From an optimization exercise on the open Yosys and OpenROAD flow, aimed at small area, a short achievable clock period and few clock cycles per item; shortcuts taken in it are not production practice. In this exercise RTL edits were held to simulation tests only and were not proved equivalent to the original. Power figures rest on the tool's default switching activity, not on a simulated workload.

==> wip/tundra <==
==> flow/design.v <==
module magicgen (
    input  wire         clk,
    input  wire         rst,
    input  wire         cmd_valid,
    output wire         cmd_ready,
    input  wire [129:0] cmd_word,
    output wire         rsp_valid,
    input  wire         rsp_ready,
    output wire [40:0]  rsp_word
);
    localparam [1:0] OP_MUL32  = 2'd0;
    localparam [1:0] OP_SMAGIC = 2'd1;
    localparam [1:0] OP_UMAGIC = 2'd2;
    localparam [1:0] OP_MODINV = 2'd3;
    reg s_idle, s_start, s_pha, s_phb, s_loop, s_resp;
    reg pre;                
    reg [1:0]  op;
    reg        rng_ok;      
    reg        neg;         
    reg [31:0] dv;          
    reg [31:0] nc;          
    reg [31:0] q2;          
    reg        af;          
    reg [31:0] r2;
    reg [32:0] q1;          
    reg [31:0] r1;
    reg [6:0]  p;
    reg [1:0]  o_st;
    reg        o_add;
    assign cmd_ready = s_idle;
    assign rsp_valid = s_resp;
    assign rsp_word  = {o_st, o_add, p[6], p[4:0], q2};
    wire is_s = (op == OP_SMAGIC);
    wire is_u = (op == OP_UMAGIC);
    wire is_m = (op == OP_MUL32);
    wire is_i = (op == OP_MODINV);
    integer k;
    wire        go     = s_start | (s_idle & pre);
    wire        st_neg = is_s & dv[31];
    wire [31:0] st_3d  = dv + {dv[30:0], 1'b0};
    wire [31:0] st_x = st_neg ? ~dv : dv;
    wire [31:0] sm0 = st_x | (st_x >> 1);
    wire [31:0] sm1 = sm0 | (sm0 >> 2);
    wire [31:0] sm2 = sm1 | (sm1 >> 4);
    wire [31:0] sm3 = sm2 | (sm2 >> 8);
    wire [31:0] smr = sm3 | (sm3 >> 16);
    wire [31:0] lead = smr ^ {1'b0, smr[31:1]};      
    reg  [4:0]  st_L;
    always @(*) begin
        st_L = 5'd0;
        for (k = 0; k < 32; k = k + 1)
            if (lead[k]) st_L = st_L | k[4:0];
    end
    wire        st_pow2 = !st_neg && (((smr >> 1) & dv) == 32'h0);
    reg  [31:0] st_urev;                              
    always @(*) for (k = 0; k < 32; k = k + 1) st_urev[k] = lead[31 - k];
    wire st_s_degen = (dv == 32'h0) || (dv == 32'h1) || (dv == 32'hFFFFFFFF);
    wire st_u_degen = (dv == 32'h0) || (dv == 32'h1);
    wire st_err     = !is_m && (!rng_ok || (is_i && !dv[0]) ||
                      (is_s && st_s_degen) || (is_u && st_u_degen));
    wire st_upow    = is_u && st_pow2;
    wire st_lp      = is_m || is_i;
    wire st_now     = st_err || st_upow;              
    wire [31:0] st_r2   = st_pow2 ? {1'b0, lead[31:1]} : lead;
    wire [6:0]  st_p    = {2'b0, st_L} - {6'h0, st_pow2};
    wire [34:0] md   = neg ? {3'b111, dv} : ~{3'b000, dv};
    wire        mcin = ~neg;
    wire [34:0] t1  = {2'b0, r2, 1'b0} + md + {34'h0, mcin};
    wire        b1  = ~t1[34];
    wire [31:0] r2h = b1 ? t1[31:0] : {r2[30:0], 1'b0};    
    wire        m_i  = s_loop & is_i;
    wire [1:0]  j1   = is_i ? {r1[1] ^ (r1[0] & dv[1]), r1[0]} : q1[1:0];
    reg  [31:0] mul1;
    always @(*) case (j1)
        2'd0: mul1 = 32'h0;
        2'd1: mul1 = dv;
        2'd2: mul1 = {dv[30:0], 1'b0};
        default: mul1 = nc[31:0];
    endcase
    reg  [34:0] l1_a, l1_b;
    reg         l1_c;
    always @(*) begin
        if (s_phb) begin
            l1_a = {2'b0, r1, 1'b1};  l1_b = ~{3'b0, nc[31:0]};  l1_c = 1'b1;
        end else begin
            l1_a = {3'b0, r1};
            l1_b = m_i ? ~{3'b0, mul1} : {3'b0, mul1};
            l1_c = m_i;
        end
    end
    wire [34:0] t2   = l1_a + l1_b + {34'h0, l1_c};
    wire        bq   = ~t2[34];                         
    wire [31:0] r1b  = bq ? t2[31:0] : {r1[30:0], 1'b1};
    wire [31:0] r1l  = {2'b00, t2[31:2]};
    wire [1:0]  o1   = is_i ? j1 : t2[1:0];
    wire [34:0] ck_x = {2'b0, q1};
    wire [34:0] ck_y = {3'b0, r2};
    wire [34:0] ck_s = ck_x ^ ck_y ^ md;
    wire [34:0] ck_c = (ck_x & ck_y) | (ck_x & md) | (ck_y & md);
    wire [36:0] ck_f = {2'b0, ck_s} + {1'b0, ck_c, mcin};
    wire        stop = (is_u && p == 7'd64) || ((p != 7'd31) && ck_f[35]);
    wire [31:0] val  = neg ? ~q2 : q2 + 32'd1;
    wire        pa_end = (p == (is_s ? 7'd30 : 7'd31));
    wire        pa_sp  = neg && ({r2, 1'b0} == {1'b0, ~dv});
    always @(posedge clk) begin
        if (rst) begin
            s_idle <= 1'b1; s_start <= 1'b0; s_pha <= 1'b0;
            s_phb <= 1'b0; s_loop <= 1'b0; s_resp <= 1'b0;
            pre <= 1'b0;
        end else begin
            if ((s_idle && !pre) || s_resp) begin
                op     <= cmd_word[129:128];
                dv     <= cmd_word[31:0];
                q1     <= {1'b0, cmd_word[95:64]};
                rng_ok <= (cmd_word[63:32] == 32'h0) || (cmd_word[63:31] == {33{1'b1}});
            end
            if (s_resp) pre <= cmd_valid;
            if (s_idle) pre <= 1'b0;
            if (s_idle && !pre && cmd_valid) begin
                s_idle  <= 1'b0;
                s_start <= 1'b1;
            end
            if (go) begin
                o_st  <= st_err ? (!rng_ok ? 2'd1 : is_i ? 2'd3 : 2'd2) : 2'd0;
                o_add <= 1'b0;
                p     <= st_now ? 7'd32 : st_lp ? 7'd16 : st_p;
                q2    <= (st_err || !st_upow) ? 32'h0 : {st_urev[30:0], 1'b0};
                nc    <= st_3d;
                r1    <= {31'h0, is_i};
                r2    <= st_r2;
                af    <= 1'b0;
                neg   <= st_neg;
                if (s_start || cmd_valid) begin
                    s_idle  <= 1'b0;
                    s_start <= 1'b0;
                    if (st_lp && !st_err) s_loop <= 1'b1;
                    else if (st_now)      s_resp <= 1'b1;
                    else                  s_pha  <= 1'b1;
                end
            end
            if (s_pha) begin
                r2 <= r2h;
                q2 <= {q2[30:0], b1};
                af <= af | q2[31];
                p  <= p + 7'd1;
                if (pa_end) begin
                    s_pha <= 1'b0;
                    s_phb <= 1'b1;
                    if (is_s) begin
                        nc <= pa_sp ? 32'h80000000 : {1'b0, ~r2h[30:0]};
                        q1 <= {32'h0, ~pa_sp};
                        r1 <= pa_sp ? 32'h7FFFFFFF : r2h;
                    end else begin
                        nc <= ~r2h;
                        q1 <= 33'd1;
                        r1 <= r2h;
                    end
                end
            end
            if (s_phb) begin
                if (stop) begin
                    q2    <= val;
                    o_add <= is_u & af;
                    s_phb <= 1'b0; s_resp <= 1'b1;
                end else begin
                    r1 <= r1b; q1 <= {q1[31:0], bq};
                    r2 <= r2h; q2 <= {q2[30:0], b1}; af <= af | q2[31];
                    p  <= p + 7'd1;
                end
            end
            if (s_loop) begin
                r1 <= r1l;
                q1 <= {2'h0, q1[32:2]};
                q2 <= {o1, q2[31:2]};
                p  <= p + 7'd1;
                if (p == 7'd31) begin s_loop <= 1'b0; s_resp <= 1'b1; end
            end
            if (s_resp && rsp_ready) begin
                s_resp <= 1'b0;
                s_idle <= 1'b1;
            end
        end
    end
endmodule
==> flow/flow/run.sh <==
#!/bin/bash
# Standard ORFS layout (the standard.sh, unchanged synthesis), with the
# timing repair after placement, CTS and global routing aimed at 15 ns of setup
# slack on the 20 ns clock instead of 0, so that the resizer sizes the
# critical paths. The SDC and all constraints are the design's.
set -euo pipefail
bash standard.sh synth > synth.log 2>&1
bash standard.sh SETUP_SLACK_MARGIN=15 finish > layout.log 2>&1
==> flow/standard.sh <==
#!/bin/bash
# synth_recipe.tcl (not shown) runs the flow's synth.tcl, then flattens the netlist and writes it again
# the make line also repeats each setting of config.mk as NAME=value (left out here)
make -C /OpenROAD-flow-scripts/flow DESIGN_CONFIG=/design/flow/config.mk WORK_HOME=/design/flow/orfs CLKGATE_MAP_FILE= SYNTH_SCRIPT=/design/flow/synth_recipe.tcl "${@:-finish}"
==> flow/config.mk <==
export PLATFORM = sky130hd
export DESIGN_NAME = magicgen
export DESIGN_NICKNAME = magicgen
export VERILOG_FILES = /design/flow/design.v
export SDC_FILE = /design/flow/constraint.sdc
export NUM_CORES = 4
export LEC_CHECK = 0
export CAP_MARGIN = 20
export CORE_MARGIN = 2
export CORE_UTILIZATION = 55
export CTS_CLUSTER_DIAMETER = 100
export CTS_CLUSTER_SIZE = 60
export PLACE_DENSITY = 0.7
export SLEW_MARGIN = 20
==> flow/constraint.sdc <==
create_clock -name core_clock -period 20.0 [get_ports {clk}]
set_input_delay 4.0000 -clock core_clock [delete_from_list [all_inputs] [get_ports {clk}]]
set_output_delay 4.0000 -clock core_clock [all_outputs]
set_load 0.01 [all_outputs]
==> wip/ember: changes against wip/tundra <==
--- a/flow/design.v
+++ b/flow/design.v
@@ -37,7 +37,6 @@
     integer k;
     wire        go     = s_start | (s_idle & pre);
     wire        st_neg = is_s & dv[31];
-    wire [31:0] st_3d  = dv + {dv[30:0], 1'b0};
     wire [31:0] st_x = st_neg ? ~dv : dv;
     wire [31:0] sm0 = st_x | (st_x >> 1);
     wire [31:0] sm1 = sm0 | (sm0 >> 2);
@@ -68,8 +67,9 @@
     wire [34:0] t1  = {2'b0, r2, 1'b0} + md + {34'h0, mcin};
     wire        b1  = ~t1[34];
     wire [31:0] r2h = b1 ? t1[31:0] : {r2[30:0], 1'b0};    
-    wire        m_i  = s_loop & is_i;
-    wire [1:0]  j1   = is_i ? {r1[1] ^ (r1[0] & dv[1]), r1[0]} : q1[1:0];
+    wire        lp0  = !p[4];                       
+    wire        m_i  = s_loop & is_i & !lp0;
+    wire [1:0]  j1   = lp0 ? 2'd2 : is_i ? {r1[1] ^ (r1[0] & dv[1]), r1[0]} : q1[1:0];
     reg  [31:0] mul1;
     always @(*) case (j1)
         2'd0: mul1 = 32'h0;
@@ -123,12 +123,8 @@
             if (go) begin
                 o_st  <= st_err ? (!rng_ok ? 2'd1 : is_i ? 2'd3 : 2'd2) : 2'd0;
                 o_add <= 1'b0;
-                p     <= st_now ? 7'd32 : st_lp ? 7'd16 : st_p;
+                p     <= st_now ? 7'd32 : st_lp ? 7'd15 : st_p;
                 q2    <= (st_err || !st_upow) ? 32'h0 : {st_urev[30:0], 1'b0};
-                nc    <= st_3d;
-                r1    <= {31'h0, is_i};
-                r2    <= st_r2;
-                af    <= 1'b0;
                 neg   <= st_neg;
                 if (s_start || cmd_valid) begin
                     s_idle  <= 1'b0;
@@ -139,9 +135,7 @@
                 end
             end
             if (s_pha) begin
-                r2 <= r2h;
                 q2 <= {q2[30:0], b1};
-                af <= af | q2[31];
                 p  <= p + 7'd1;
                 if (pa_end) begin
                     s_pha <= 1'b0;
@@ -149,11 +143,9 @@
                     if (is_s) begin
                         nc <= pa_sp ? 32'h80000000 : {1'b0, ~r2h[30:0]};
                         q1 <= {32'h0, ~pa_sp};
-                        r1 <= pa_sp ? 32'h7FFFFFFF : r2h;
                     end else begin
                         nc <= ~r2h;
                         q1 <= 33'd1;
-                        r1 <= r2h;
                     end
                 end
             end
@@ -163,13 +155,16 @@
                     o_add <= is_u & af;
                     s_phb <= 1'b0; s_resp <= 1'b1;
                 end else begin
-                    r1 <= r1b; q1 <= {q1[31:0], bq};
-                    r2 <= r2h; q2 <= {q2[30:0], b1}; af <= af | q2[31];
+                    q1 <= {q1[31:0], bq};
+                    q2 <= {q2[30:0], b1};
                     p  <= p + 7'd1;
                 end
             end
-            if (s_loop) begin
-                r1 <= r1l;
+            if (s_loop && lp0) begin
+                nc <= t2[31:0];
+                p  <= p + 7'd1;
+            end
+            if (s_loop && !lp0) begin
                 q1 <= {2'h0, q1[32:2]};
                 q2 <= {o1, q2[31:2]};
                 p  <= p + 7'd1;
@@ -181,4 +176,16 @@
             end
         end
     end
+    always @(posedge clk) begin
+        r2 <= go ? st_r2 : r2h;
+        af <= go ? 1'b0 : (af | q2[31]);
+        if (go)
+            r1 <= dv;
+        else if (s_pha)
+            r1 <= (is_s && pa_sp) ? 32'h7FFFFFFF : r2h;
+        else if (s_phb)
+            r1 <= r1b;
+        else
+            r1 <= lp0 ? {31'h0, is_i} : r1l;
+    end
 endmodule
Settings changed: CTS_CLUSTER_DIAMETER 100 to not set, CTS_CLUSTER_SIZE 60 to not set.
==> wip/indigo: changes against wip/tundra <==
--- a/flow/design.v
+++ b/flow/design.v
@@ -37,7 +37,6 @@
     integer k;
     wire        go     = s_start | (s_idle & pre);
     wire        st_neg = is_s & dv[31];
-    wire [31:0] st_3d  = dv + {dv[30:0], 1'b0};
     wire [31:0] st_x = st_neg ? ~dv : dv;
     wire [31:0] sm0 = st_x | (st_x >> 1);
     wire [31:0] sm1 = sm0 | (sm0 >> 2);
@@ -69,7 +68,7 @@
     wire        b1  = ~t1[34];
     wire [31:0] r2h = b1 ? t1[31:0] : {r2[30:0], 1'b0};    
     wire        m_i  = s_loop & is_i;
-    wire [1:0]  j1   = is_i ? {r1[1] ^ (r1[0] & dv[1]), r1[0]} : q1[1:0];
+    wire [1:0]  j1   = go ? 2'd2 : is_i ? {r1[1] ^ (r1[0] & dv[1]), r1[0]} : q1[1:0];
     reg  [31:0] mul1;
     always @(*) case (j1)
         2'd0: mul1 = 32'h0;
@@ -124,11 +123,8 @@
                 o_st  <= st_err ? (!rng_ok ? 2'd1 : is_i ? 2'd3 : 2'd2) : 2'd0;
                 o_add <= 1'b0;
                 p     <= st_now ? 7'd32 : st_lp ? 7'd16 : st_p;
+                nc    <= t2[31:0];
                 q2    <= (st_err || !st_upow) ? 32'h0 : {st_urev[30:0], 1'b0};
-                nc    <= st_3d;
-                r1    <= {31'h0, is_i};
-                r2    <= st_r2;
-                af    <= 1'b0;
                 neg   <= st_neg;
                 if (s_start || cmd_valid) begin
                     s_idle  <= 1'b0;
@@ -139,9 +135,7 @@
                 end
             end
             if (s_pha) begin
-                r2 <= r2h;
                 q2 <= {q2[30:0], b1};
-                af <= af | q2[31];
                 p  <= p + 7'd1;
                 if (pa_end) begin
                     s_pha <= 1'b0;
@@ -149,11 +143,9 @@
                     if (is_s) begin
                         nc <= pa_sp ? 32'h80000000 : {1'b0, ~r2h[30:0]};
                         q1 <= {32'h0, ~pa_sp};
-                        r1 <= pa_sp ? 32'h7FFFFFFF : r2h;
                     end else begin
                         nc <= ~r2h;
                         q1 <= 33'd1;
-                        r1 <= r2h;
                     end
                 end
             end
@@ -163,13 +155,12 @@
                     o_add <= is_u & af;
                     s_phb <= 1'b0; s_resp <= 1'b1;
                 end else begin
-                    r1 <= r1b; q1 <= {q1[31:0], bq};
-                    r2 <= r2h; q2 <= {q2[30:0], b1}; af <= af | q2[31];
+                    q1 <= {q1[31:0], bq};
+                    q2 <= {q2[30:0], b1};
                     p  <= p + 7'd1;
                 end
             end
             if (s_loop) begin
-                r1 <= r1l;
                 q1 <= {2'h0, q1[32:2]};
                 q2 <= {o1, q2[31:2]};
                 p  <= p + 7'd1;
@@ -181,4 +172,18 @@
             end
         end
     end
+    always @(posedge clk) begin
+        r2 <= go ? st_r2 : r2h;
+        af <= go ? 1'b0 : (af | q2[31]);
+        if ((s_idle && !pre) || s_resp)
+            r1 <= cmd_word[31:0];
+        else if (go)
+            r1 <= {31'h0, is_i};
+        else if (s_pha)
+            r1 <= (is_s && pa_sp) ? 32'h7FFFFFFF : r2h;
+        else if (s_phb)
+            r1 <= r1b;
+        else
+            r1 <= r1l;
+    end
 endmodule
Settings changed: CORE_UTILIZATION 55 to 62, CTS_CLUSTER_DIAMETER 100 to not set, CTS_CLUSTER_SIZE 60 to not set, PLACE_DENSITY 0.7 to 0.72.
==> results.txt <==
Hold slack: wip/indigo is lower than wip/ember (3.6 ps).
Against wip/indigo, the wire length of wip/tundra is larger by 27%.
Via count: wip/tundra > wip/indigo > wip/ember.
wip/ember finished clean. wip/tundra produced a clean layout. wip/indigo completed without violations.
The lowest first-iteration DRC count belongs to wip/ember, the highest to wip/tundra.
The lowest cell count belongs to wip/indigo, the highest to wip/tundra.
The highest clock power belongs to wip/ember, the lowest to wip/tundra.
Against wip/ember, the non-clock buffer count of wip/tundra is lower by 8.
Testbench counts of wip/tundra, summed over its fixed seeds: cycles 71,752, cmds 2,400.
Testbench counts of wip/ember, summed over its fixed seeds: cycles 72,385, cmds 2,400.
Testbench counts of wip/indigo, summed over its fixed seeds: cycles 71,752, cmds 2,400.

==> separate check: timing with driven ports <==
The flow's constraints put no driver on any port. The routed layouts listed below were extracted and timed again, unchanged, in two steps. Step 1 sets driving cells, clkbuf_16 on the clock port and buf_2 on the other inputs (assumed; they add their load-dependent delay and slew). Step 2 also shifts input and output timing later by t, the mid clock arrival at the registers, as if the neighbouring blocks saw the same clock. a / b / c = ideal ports / drivers / drivers and shift; a / b = the first two.
run | t, ns | setup slack, ns | cell pins on the clock port's net
wip/tundra | 0.599 | 14.795 / 14.732 / 14.555 | 1
wip/ember | 0.621 | 14.783 / 14.726 / 14.460 | 1
wip/indigo | 0.607 | 14.854 / 14.798 / 14.472 | 1
After both steps every run listed still meets setup and hold. For wip/indigo, which loses most, drivers alone change the setup slack by -0.056 ns; drivers and shift together by -0.382 ns.
